This is an optimization exercise on Yosys and OpenROAD, whose aim is small area and few clock cycles, not a production implementation. Only simulation tests tie the RTL to the original design; equivalence was not proved. Power and IR drop assume default switching activity.

[design/flow/design.v]
module fdc_top (
    input  wire        clk,
    input  wire        rst,           
    input  wire        cpu_req,
    input  wire        cpu_we,
    input  wire [2:0]  cpu_port,
    input  wire [7:0]  cpu_wdata,
    output reg         cpu_ack,
    output reg  [7:0]  cpu_rdata,
    input  wire        host_load,
    input  wire        host_eject,
    input  wire [20:0] med_size,
    output reg         med_re,
    output reg         med_we,
    output reg  [20:0] med_addr,
    output reg  [7:0]  med_wdata,
    input  wire [7:0]  med_rdata,
    output wire        irq,
    output wire        io_active,
    output reg         flush
);
    localparam PH_IDLE = 2'd0, PH_CMD = 2'd1, PH_EXEC = 2'd2, PH_RES = 2'd3;
    localparam DIR_NONE = 2'd0, DIR_TOHOST = 2'd1, DIR_FROMHOST = 2'd2;
    localparam S_READY = 2'd0, S_RDWAIT = 2'd1, S_FMT = 2'd2;
    localparam H_INVALID = 4'd0,  H_RDTRACK = 4'd1, H_SPECIFY = 4'd2,
               H_SENSEDRV = 4'd3, H_WRDATA = 4'd4,  H_RDDATA = 4'd5,
               H_RECAL = 4'd6,    H_SENSEINT = 4'd7, H_WRDEL = 4'd8,
               H_READID = 4'd9,   H_RDDEL = 4'd10,  H_FORMAT = 4'd11,
               H_SEEK = 4'd12,    H_SCAN = 4'd13;
    function [3:0] cmd_handler(input [4:0] c);
        case (c)
            5'h02: cmd_handler = H_RDTRACK;
            5'h03: cmd_handler = H_SPECIFY;
            5'h04: cmd_handler = H_SENSEDRV;
            5'h05: cmd_handler = H_WRDATA;
            5'h06: cmd_handler = H_RDDATA;
            5'h07: cmd_handler = H_RECAL;
            5'h08: cmd_handler = H_SENSEINT;
            5'h09: cmd_handler = H_WRDEL;
            5'h0A: cmd_handler = H_READID;
            5'h0C: cmd_handler = H_RDDEL;
            5'h0D: cmd_handler = H_FORMAT;
            5'h0F: cmd_handler = H_SEEK;
            5'h11, 5'h19, 5'h1D: cmd_handler = H_SCAN;
            default: cmd_handler = H_INVALID;
        endcase
    endfunction
    function [3:0] cmd_len(input [3:0] h);
        case (h)
            H_RDTRACK, H_WRDATA, H_RDDATA, H_WRDEL, H_RDDEL, H_SCAN: cmd_len = 4'd9;
            H_SPECIFY, H_SEEK:                     cmd_len = 4'd3;
            H_SENSEDRV, H_RECAL, H_READID:         cmd_len = 4'd2;
            H_FORMAT:                              cmd_len = 4'd6;
            default:                               cmd_len = 4'd1;
        endcase
    endfunction
    function [3:0] res_len(input [3:0] h);
        case (h)
            H_SPECIFY, H_RECAL, H_SEEK: res_len = 4'd0;
            H_SENSEDRV, H_INVALID:      res_len = 4'd1;
            H_SENSEINT:                 res_len = 4'd2;
            default:                    res_len = 4'd7;
        endcase
    endfunction
    reg [1:0]  state;
    reg [8:0]  fmt_cnt;
    reg [1:0]  phase;
    reg [3:0]  idx;
    reg [71:0] cmdbuf;            
    reg [55:0] resbuf;            
    reg [3:0]  reslen;
    reg [7:0]  st0;
    reg [9:0]  pending;
    reg [1:0]  xferdir;
    reg signed [23:0] off;
    reg signed [15:0] lba;
    reg [7:0]  cur_c, cur_h, cur_r, cur_n;
    reg [7:0]  pcn;
    reg        irq_q;
    reg        nondma;
    reg        present;
    reg        changed;
    assign irq       = irq_q;
    assign io_active = present && (phase != PH_IDLE || pending != 10'd0);
    wire is_data_port = (cpu_port == 3'd0) || (cpu_port == 3'd1);
    wire is_port5     = (cpu_port == 3'd5);
    wire in_exec      = (phase == PH_EXEC);
    wire no_pending   = (pending == 10'd0);
    wire acc_stub = (is_data_port || is_port5) && in_exec && no_pending;
    wire acc_xfer_rd = !cpu_we && !acc_stub && !no_pending && xferdir == DIR_TOHOST &&
                       (is_data_port || (is_port5 && in_exec));
    wire acc_xfer_wr =  cpu_we && !acc_stub && !no_pending && xferdir == DIR_FROMHOST &&
                       (is_data_port || (is_port5 && in_exec));
    wire off_in_range = !off[23] && (off[22:0] < {2'b00, med_size});
    wire acc_cmd_byte = cpu_we && is_port5 && (phase == PH_IDLE || phase == PH_CMD);
    wire [3:0] cmd_idx = (phase == PH_IDLE) ? 4'd0 : idx;
    wire [3:0] cmd_h   = cmd_handler((phase == PH_IDLE) ? cpu_wdata[4:0] : cmdbuf[4:0]);
    wire [3:0] cmd_l   = cmd_len(cmd_h);
    wire       cmd_run = acc_cmd_byte && (cmd_idx + 4'd1 >= cmd_l);
    wire [71:0] cbuf;
    genvar g;
    generate
        for (g = 0; g < 9; g = g + 1) begin : g_cb
            assign cbuf[8*g +: 8] = (cmd_idx == g) ? cpu_wdata : cmdbuf[8*g +: 8];
        end
    endgenerate
    wire [7:0] cb1 = cbuf[15:8];
    wire [7:0] cb2 = cbuf[23:16];
    wire [7:0] cb3 = cbuf[31:24];
    wire [7:0] cb4 = cbuf[39:32];
    wire [7:0] cb5 = cbuf[47:40];
    wire signed [15:0] chs_lba = $signed({8'd0, cb2}) * 16'sd36 +
                                 $signed({8'd0, cb3}) * 16'sd18 +
                                 $signed({8'd0, cb4}) - 16'sd1;
    wire signed [15:0] rd_lba  = (chs_lba < 0) ? 16'sd0 :
                                 (chs_lba > 16'sd2879) ? 16'sd2879 : chs_lba;
    reg [8:0] adv_c, adv_h, adv_r;
    always @(*) begin
        adv_c = {1'b0, cb2};
        adv_h = {1'b0, cb3};
        adv_r = {1'b0, cb4} + 9'd1;
        if (adv_r > 9'd18) begin
            adv_r = 9'd1;
            adv_h = adv_h + 9'd1;
            if (adv_h > 9'd1) begin
                adv_h = 9'd0;
                adv_c = adv_c + 9'd1;
                if (adv_c > 9'd79)
                    adv_c = 9'd0;
            end
        end
    end
    wire signed [24:0] fmt_off = {lba, fmt_cnt};
    wire fmt_in_range = !fmt_off[24] && (fmt_off[23:0] < {3'b000, med_size});
    wire acc_soft_reset = cpu_we && ((cpu_port == 3'd2 && !cpu_wdata[2]) ||
                                     (cpu_port == 3'd4 &&  cpu_wdata[7]));
    wire rd_needs_mem = acc_xfer_rd && present && off_in_range;
    wire fmt_start = cmd_run && cmd_h == H_FORMAT;
    wire [7:0] msr = {1'b1,
                      (phase == PH_RES) || (in_exec && xferdir == DIR_TOHOST),
                      in_exec,
                      phase != PH_IDLE,
                      4'b0000};
    always @(*) begin
        cpu_ack   = 1'b0;
        cpu_rdata = 8'h00;
        med_re    = 1'b0;
        med_we    = 1'b0;
        med_addr  = off[20:0];
        med_wdata = cpu_wdata;
        flush     = 1'b0;
        case (state)
            S_READY: if (cpu_req) begin
                if (rd_needs_mem) begin
                    med_re = 1'b1;
                end else if (fmt_start) begin
                end else begin
                    cpu_ack = 1'b1;
                    if (!cpu_we) begin
                        case (cpu_port)
                            3'd2: cpu_rdata = {!no_pending, 7'd0};
                            3'd3: cpu_rdata = {irq_q, 7'd0};
                            3'd4: cpu_rdata = msr;
                            3'd5: if (phase == PH_RES) cpu_rdata = resbuf[8*idx[2:0] +: 8];
                            3'd7: cpu_rdata = {changed, 7'd0};
                            default: cpu_rdata = 8'h00;
                        endcase
                    end
                    if (acc_xfer_wr) begin
                        med_we = present && off_in_range;
                        flush  = present && pending == 10'd1;
                    end
                end
            end
            S_RDWAIT: begin
                cpu_ack   = cpu_req;
                cpu_rdata = med_rdata;
            end
            S_FMT: begin
                med_addr  = fmt_off[20:0];
                med_wdata = cmdbuf[47:40];
                med_we    = present && fmt_in_range;
                if (fmt_cnt == 9'd511) begin
                    cpu_ack = cpu_req;
                    flush   = cpu_req && present;
                end
            end
            default: ;
        endcase
    end
    task soft_reset;
        begin
            phase   <= PH_IDLE;
            idx     <= 4'd0;
            cmdbuf  <= 72'd0;
            resbuf  <= 56'd0;
            reslen  <= 4'd0;
            pending <= 10'd0;
            xferdir <= DIR_NONE;
            off     <= 24'sd0;
        end
    endtask
    task exec_done;
        begin
            irq_q <= 1'b1;
            idx   <= 4'd0;
            phase <= (reslen == 4'd0) ? PH_IDLE : PH_RES;
        end
    endtask
    task xfer_step;
        begin
            if (!present) changed <= 1'b1;
            off     <= off + 24'sd1;
            pending <= pending - 10'd1;
            if (pending == 10'd1 && in_exec) exec_done;
        end
    endtask
    task set_results(input [7:0] r3, input [7:0] r4, input [7:0] r5, input [7:0] r6);
        begin
            resbuf[7:0] <= {5'd0, cb1[2:0]};
            resbuf[15:8] <= 8'h00;
            resbuf[23:16] <= 8'h00;
            resbuf[31:24] <= r3;
            resbuf[39:32] <= r4;
            resbuf[47:40] <= r5;
            resbuf[55:48] <= r6;
            st0       <= {5'd0, cb1[2:0]};
        end
    endtask
    task conclude_xfer;
        begin
            idx   <= 4'd0;
            phase <= nondma ? PH_EXEC : PH_RES;
            irq_q <= 1'b1;
        end
    endtask
    task run_handler;
        begin
            reslen <= res_len(cmd_h);
            idx    <= 4'd0;
            case (cmd_h)
                H_SPECIFY: begin
                    nondma <= cb2[0];
                    phase  <= PH_IDLE;
                end
                H_SENSEINT: begin
                    irq_q     <= 1'b0;
                    resbuf[7:0] <= st0;
                    resbuf[15:8] <= pcn;
                    phase     <= PH_RES;
                end
                H_SENSEDRV: begin
                    resbuf[7:0] <= 8'h08 | {5'd0, cb1[2:0]} |
                                 ((pcn == 8'd0) ? 8'h10 : 8'h00) |
                                 (present ? 8'h20 : 8'h00);
                    phase     <= PH_RES;
                end
                H_RECAL: begin
                    pcn   <= 8'd0;
                    st0   <= 8'h20 | {6'd0, cb1[1:0]};
                    irq_q <= 1'b1;
                    phase <= PH_IDLE;
                end
                H_SEEK: begin
                    pcn   <= cb2;
                    st0   <= 8'h20 | {5'd0, cb1[2:0]};
                    irq_q <= 1'b1;
                    phase <= PH_IDLE;
                end
                H_RDDATA, H_WRDATA: begin
                    if (cmd_h == H_RDDATA) begin
                        lba     <= rd_lba;
                        off     <= {{8{rd_lba[15]}}, rd_lba} <<< 9;
                        xferdir <= DIR_TOHOST;
                    end else begin
                        lba     <= chs_lba;
                        off     <= {{8{chs_lba[15]}}, chs_lba} <<< 9;
                        xferdir <= DIR_FROMHOST;
                    end
                    pending <= 10'd512;
                    cur_c   <= adv_c[7:0];
                    cur_h   <= adv_h[7:0];
                    cur_r   <= adv_r[7:0];
                    cur_n   <= cb5;
                    set_results(adv_c[7:0], adv_h[7:0], adv_r[7:0], cb5);
                    conclude_xfer;
                end
                H_RDTRACK, H_RDDEL, H_WRDEL, H_SCAN: begin
                    xferdir <= (cmd_h == H_RDTRACK || cmd_h == H_RDDEL) ? DIR_TOHOST
                                                                        : DIR_FROMHOST;
                    pending <= 10'd0;
                    set_results(cb2, cb3, cb4, cb5);
                    conclude_xfer;
                end
                H_READID: begin
                    if (!present) begin
                        reslen <= 4'd0;
                        phase  <= PH_IDLE;
                    end else begin
                        set_results(cur_c, cur_h, cur_r, cur_n);
                        irq_q <= 1'b1;
                        phase <= PH_RES;
                    end
                end
                default: begin  
                    st0       <= 8'h80;
                    resbuf[7:0] <= 8'h80;
                    phase     <= PH_RES;
                end
            endcase
        end
    endtask
    always @(posedge clk) begin
        if (rst) begin
            state   <= S_READY;
            fmt_cnt <= 9'd0;
            soft_reset;
            st0     <= 8'h00;
            lba     <= 16'sd0;
            cur_c   <= 8'd0;
            cur_h   <= 8'd0;
            cur_r   <= 8'd1;
            cur_n   <= 8'd2;
            pcn     <= 8'd0;
            irq_q   <= 1'b0;
            nondma  <= 1'b1;
            present <= 1'b0;
            changed <= 1'b0;
        end else begin
            case (state)
                S_READY: begin
                    if (cpu_req) begin
                        if (rd_needs_mem) begin
                            state <= S_RDWAIT;
                        end else if (fmt_start) begin
                            cmdbuf[8*cmd_idx +: 8] <= cpu_wdata;
                            fmt_cnt <= 9'd0;
                            state   <= S_FMT;
                        end else if (cpu_we) begin
                            case (cpu_port)
                                3'd0, 3'd1: begin
                                    if (acc_stub) exec_done;
                                    else if (acc_xfer_wr) xfer_step;
                                end
                                3'd2, 3'd4: if (acc_soft_reset) soft_reset;
                                3'd5: begin
                                    if (acc_cmd_byte) begin
                                        cmdbuf[8*cmd_idx +: 8] <= cpu_wdata;
                                        idx   <= cmd_idx + 4'd1;
                                        phase <= PH_CMD;
                                        if (cmd_run) run_handler;
                                    end else if (acc_stub) exec_done;
                                    else if (acc_xfer_wr) xfer_step;
                                end
                                default: ;
                            endcase
                        end else begin
                            case (cpu_port)
                                3'd0, 3'd1: begin
                                    if (acc_stub) exec_done;
                                    else if (acc_xfer_rd) xfer_step;
                                end
                                3'd5: begin
                                    if (phase == PH_RES) begin
                                        idx <= idx + 4'd1;
                                        if (idx + 4'd1 == reslen) begin
                                            phase <= PH_IDLE;
                                            idx   <= 4'd0;
                                            irq_q <= 1'b0;
                                        end
                                    end else if (acc_stub) exec_done;
                                    else if (acc_xfer_rd) xfer_step;
                                end
                                3'd7: changed <= 1'b0;
                                default: ;
                            endcase
                        end
                    end else if (host_eject) begin
                        if (present) begin
                            present <= 1'b0;
                            changed <= 1'b1;
                            phase   <= PH_IDLE;
                            idx     <= 4'd0;
                            reslen  <= 4'd0;
                            pending <= 10'd0;
                            xferdir <= DIR_NONE;
                            off     <= 24'sd0;
                        end
                    end else if (host_load) begin
                        present <= 1'b1;
                        changed <= 1'b1;
                        off     <= 24'sd0;
                    end
                end
                S_RDWAIT: begin
                    if (cpu_req) begin
                        xfer_step;
                        state <= S_READY;
                    end
                end
                S_FMT: begin
                    if (!present) changed <= 1'b1;
                    if (fmt_cnt != 9'd511) begin
                        fmt_cnt <= fmt_cnt + 9'd1;
                    end else if (cpu_req) begin
                        reslen    <= 4'd7;
                        resbuf[7:0] <= {5'd0, cmdbuf[10:8]};
                        resbuf[15:8] <= 8'h00;
                        resbuf[23:16] <= 8'h00;
                        resbuf[31:24] <= cur_c;
                        resbuf[39:32] <= cur_h;
                        resbuf[47:40] <= cur_r;
                        resbuf[55:48] <= cmdbuf[23:16];
                        st0       <= {5'd0, cmdbuf[10:8]};
                        irq_q     <= 1'b1;
                        idx       <= 4'd0;
                        phase     <= PH_RES;
                        state     <= S_READY;
                    end
                end
                default: state <= S_READY;
            endcase
        end
    end
endmodule
[design/flow/run.sh]
#!/bin/bash
# synth_recipe.tcl (not shown) runs the flow's synth.tcl, then flattens the netlist and writes it again
# the make line also repeats each setting of config.mk as NAME=value (left out here)
make -C /OpenROAD-flow-scripts/flow DESIGN_CONFIG=/design/flow/config.mk WORK_HOME=/design/flow/orfs CLKGATE_MAP_FILE= SYNTH_SCRIPT=/design/flow/synth_recipe.tcl finish
[design/flow/config.mk]
export PLATFORM = sky130hd
export DESIGN_NAME = fdc_top
export DESIGN_NICKNAME = fdc_top
export VERILOG_FILES = /design/flow/design.v
export SDC_FILE = /design/flow/constraint.sdc
export NUM_CORES = 4
export LEC_CHECK = 0
export CAP_MARGIN = 20
export CORE_MARGIN = 2
export CORE_UTILIZATION = 40
export SLEW_MARGIN = 20
[design/flow/constraint.sdc]
create_clock -name core_clock -period 10.0 [get_ports {clk}]
set_input_delay 2.0000 -clock core_clock [delete_from_list [all_inputs] [get_ports {clk}]]
set_output_delay 2.0000 -clock core_clock [all_outputs]
set_load 0.01 [all_outputs]
==> flow_metrics.py <==
metrics = {
    "status": {
        "status": "complete, no violations",
    },
    "die": {
        "dieHeight_um": 212,
        "core_area_sq_um": 43000,
        "die_w_um": 212,
        "initial_core_util": 0.404,
        "dieArea_sq_um": 45100,
        "pin_count": 89,
        "rows": 76,
    },
    "drt": {
        "drc": 0,
        "firstDrtPassIters": 8,
        "vias": 18146,
        "via_per_inst": 6.24,
        "wl_mm": 65.6,
        "drt_iter0_drc": 1585,
        "ant_nets": 0,
        "wl_per_cell_um": 22.5,
    },
    "sta": {
        "slew_violations": 0,
        "finClkSkew_ns": 0.0204,
        "setup_viol": 0,
        "period_share": 0.896,
        "slew_headroom": 0.241,
        "worst_pin_slew_ns": 1.13,
        "period_minus_slack_ns": 8.96,
        "setup_ws_ns": 1.04,
        "finalHoldViolCount": 0,
        "tns_ns": 0,
        "rsz0062_at_grt": "no",
        "max_freq_ghz": 0.112,
    },
    "global_route": {
        "grt_pass1_vias": 17278,
        "grt_pass1_wl_mm": 101,
        "antenna_found_initial": 0,
        "grt-ovfl-total": 0,
        "grt_max_degree": 80,
        "grt.total_usage": 0.286,
    },
    "power_and_ir_drop": {
        "p_leak_uw": 0.00731,
        "peakVddDrop_v": 0.000120,
        "powerDensity_nw_per_um2": 110,
    },
    "synthesis": {
        "synth_area_sq_um": 17400,
        "yosysUniqueCellTypes": 107,
        "synth_edf_count": 0,
        "synth_most_common_cell": "nor2_1",
        "synth_top_area_cell": "dfxtp_1",
        "synth_seq_cells": 208,
        "ys_top_cells_by_area": "dfxtp_1 24%, ha_1 8.1%, nor2_1 5.3%",
        "yosysSeqAreaShare": 0.240,
        "ys_async_sr_fraction": 0,
        "ys.flop_type": "dfxtp_1",
        "syn-num-nets": 2458,
        "synth_top_cell_area_share": 0.240,
        "netlist_instances": 2290,
        "synth_common_cells": "245 x nor2_1, 208 x dfxtp_1, 206 x nand2_1",
        "ys_warn_count": 1,
        "avgSynthCellArea_sq_um": 7.59,
    },
    "placed_design": {
        "gp_congestion": 0.980,
        "hpwl_mm": 49.3,
        "dpl_worst_slack_ns": 1.12,
        "numPortBuffers": 88,
    },
    "finish": {
        "final_nets": 2470,
        "syn2layout_area_growth_pct": 12.9,
        "drive_above_1_share": 0.0801,
        "finish.utilization": 0.457,
        "layout.area.seq_sq_um": 4160,
        "nFillCells": 4382,
        "multi_input_area_sq_um": 12100,
    },
    "critical_path": {
        "end_kind": "output port",
        "r2r_start": "phase[1]",
        "reg2reg_to": "off[11]",
        "cp_max_fo": 12,
        "crit_type": "in2out",
        "slowest_stage": "clkdlybuf4s50_1",
        "critPathMostFrequentCell": "a21o_1",
        "rrSetupSlack_ns": 1.84,
        "start_kind": "input port",
        "max_stage_delay_ns": 0.55,
        "worstPathArrival_ns": 6.96,
        "worstPathRequired_ns": 8.00,
        "r2r_cells": 32,
        "cp_cell_sequence": "clkdlybuf4s50_1 -> or3b_2 -> nand2_1 -> inv_1 -> ha_1 -> a21boi_2 -> o32a_1 -> a21oi_1 -> and3_1 -> nor4_1 -> ha_1 -> a21o_1 -> a21o_1 -> a21o_1 -> nand4_4 -> nand2_1 -> o21ai_0 -> and3b_1 -> clkdlybuf4s50_1",
    },
    "min_path": {
        "holdCritStartpoint": "lba[15]",
        "min_to": "lba[15]",
        "hold_class": "reg2reg",
        "hold_depth": 2,
    },
    "clock_network": {
        "cts_hold_buf": 0,
        "cts_resized": 0,
        "clk_latency_ns": 0.57,
        "clockRootBuffer": "clkbuf_16",
        "post-cts-setup-buffers": 0,
        "cts.clk_slew.worst_paths_ns": 0.06,
        "cts_tree": "done",
        "htreeDepth": 1,
        "cts.sink_count": 208,
        "cts_buffers": 27,
        "clockBufferDepth": 3,
    },
    "job": {
        "max-cap-violations": 0,
    },
}
-- critical path, delay by kind of cell --
kind / cells / cell delay (ns)
simple gates: 7 / 1.69
fa+ha+maj: 2 / 0.53
buf+inv: 3 / 1.18
compound gates: 7 / 1.57
-- final cells by class --
type / count / share of cell area
clock buffers: 34 / 0.0383
flip-flops and latches: 208 / 0.212
clock inverters: 16 / 0.00912
well taps: 585 / 0.0373
diodes: 1 / 0.000128
repair buffers: 133 / 0.0620
inverters: 126 / 0.0241
multi-input cells: 1806 / 0.617
-- worst max path at each step --
stage	startpoint	endpoint	slack, ns
after floorplan	cpu_wdata[1]	cpu_ack	2.40
after global placement	cpu_wdata[0]	cpu_ack	1.15
after detailed placement	cpu_wdata[0]	cpu_ack	1.12
after CTS	cpu_wdata[0]	cpu_ack	1.10
after global routing	cpu_wdata[0]	cpu_ack	0.83
final	cpu_wdata[0]	cpu_ack	1.04
-- routing by layer --
layer	GRT usage	vias up	share of wire
met3	0.0406	192	0.069
li1	-	8514	-
met1	0.371	8693	0.43
met5	0	-	0
met4	0.147	0	0.054
met2	0.463	747	0.45
-- power breakdown --
| part | internal (uW) | leakage, uW | switching [uW] |
|---|---|---|---|
| Combinational | 98.1 | 0.00517 | 187 |
| Clock | 612 | 0.000459 | 412 |
| Sequential | 840 | 0.00168 | 13.0 |
| Total | 1550 | 0.00731 | 612 |
-- metrics by stage --
stage | total power, uW | instance area [sq um] | hold slack [ns] | instances
2_1_floorplan | 1050 | 17400 | 0.431 | 2290
3_3_place_gp | 1150 | 18700 | 0.438 | 2858
3_5_place_dp | 1150 | 18700 | 0.445 | 2858
4_1_cts | 2170 | 19600 | 0.453 | 2908
5_1_grt | 2230 | 19600 | 0.483 | 2908
6_report | 2160 | 19600 | 0.451 | 2909
-- cell usage in the layout, fill, tap and decap left out, drive strengths merged, types with 11 or more instances in the layout --
cell type / netlist / final
clkbuf: 109 / 34
nand4: 32 / 32
nand2b: 13 / 13
a21oi: 158 / 158
a221oi: 18 / 18
and3: 26 / 26
a211oi: 61 / 61
mux2: 35 / 35
o21ai: 114 / 114
o211ai: 20 / 20
dfxtp: 208 / 208
or3: 14 / 14
o22ai: 14 / 14
nor2: 249 / 249
mux2i: 62 / 62
or2: 11 / 11
clkdlybuf4s50: 0 / 87
nand2: 206 / 206
buf: 41 / 46
ha: 113 / 113
nor2b: 19 / 19
a22oi: 46 / 46
nand3: 86 / 86
o21a: 18 / 18
inv: 124 / 127
o32ai: 18 / 18
xnor2: 37 / 37
nor4: 23 / 23
o31ai: 13 / 13
a31oi: 28 / 28
a311oi: 22 / 22
a32oi: 25 / 25
xor2: 25 / 25
a21boi: 12 / 12
nor3: 66 / 66
and2: 26 / 26
a21o: 33 / 33
-- kinds of logic (layout without fill, tap and decap cells) --
kind of cell	Yosys count	count (layout)	synth area share
buffers and inverters	276	309	0.0649
xor gates and xnor gates	62	62	0.0312
other	0	1	0
DFF	208	208	0.240
and+or+nand+nor	815	815	0.227
muxes	98	98	0.0599
adders and majority gates	124	124	0.0929
AOI/OAI and AO/OA	707	707	0.285
-- registers in the layout (all words and copies together) (netlist names), 2 cells and up --
register and count:
xferdir 2, cur_c 8, phase 2, fmt_cnt 9, off 24, state 2
cur_h 8, idx 4, lba 16, cur_n 8, pcn 8, resbuf 47
st0 5, reslen 3, pending 10, cmdbuf 40, cur_r 8
Testbench counts, summed over its fixed seeds: cycles 140,548.

[what the ideal ports hide]
How much do the figures lean on ideal ports? The routed layout below was timed once more, with nothing changed but the port constraints.
Step 1 sets driving cells, clkbuf_16 on the clock port and buf_2 on the other inputs (assumed; they add their load-dependent delay and slew).
Step 2 adds t to the input delays and takes it off the output delays; t is the mean of the earliest and latest rising clock arrival at the registers after step 1. Input paths then give back, and output paths get back, about the clock's delay inside the block.
Three values: no drivers, after step 1, after step 2; two values: the first two.
t, ns: 0.619
slack for setup (ns): 1.036 / 1.009 / 1.009
pins driven straight from the clock port: 1
After both steps this run still meets setup and hold. For this run, drivers alone change the setup slack by -0.027 ns; drivers and shift together by -0.027 ns.
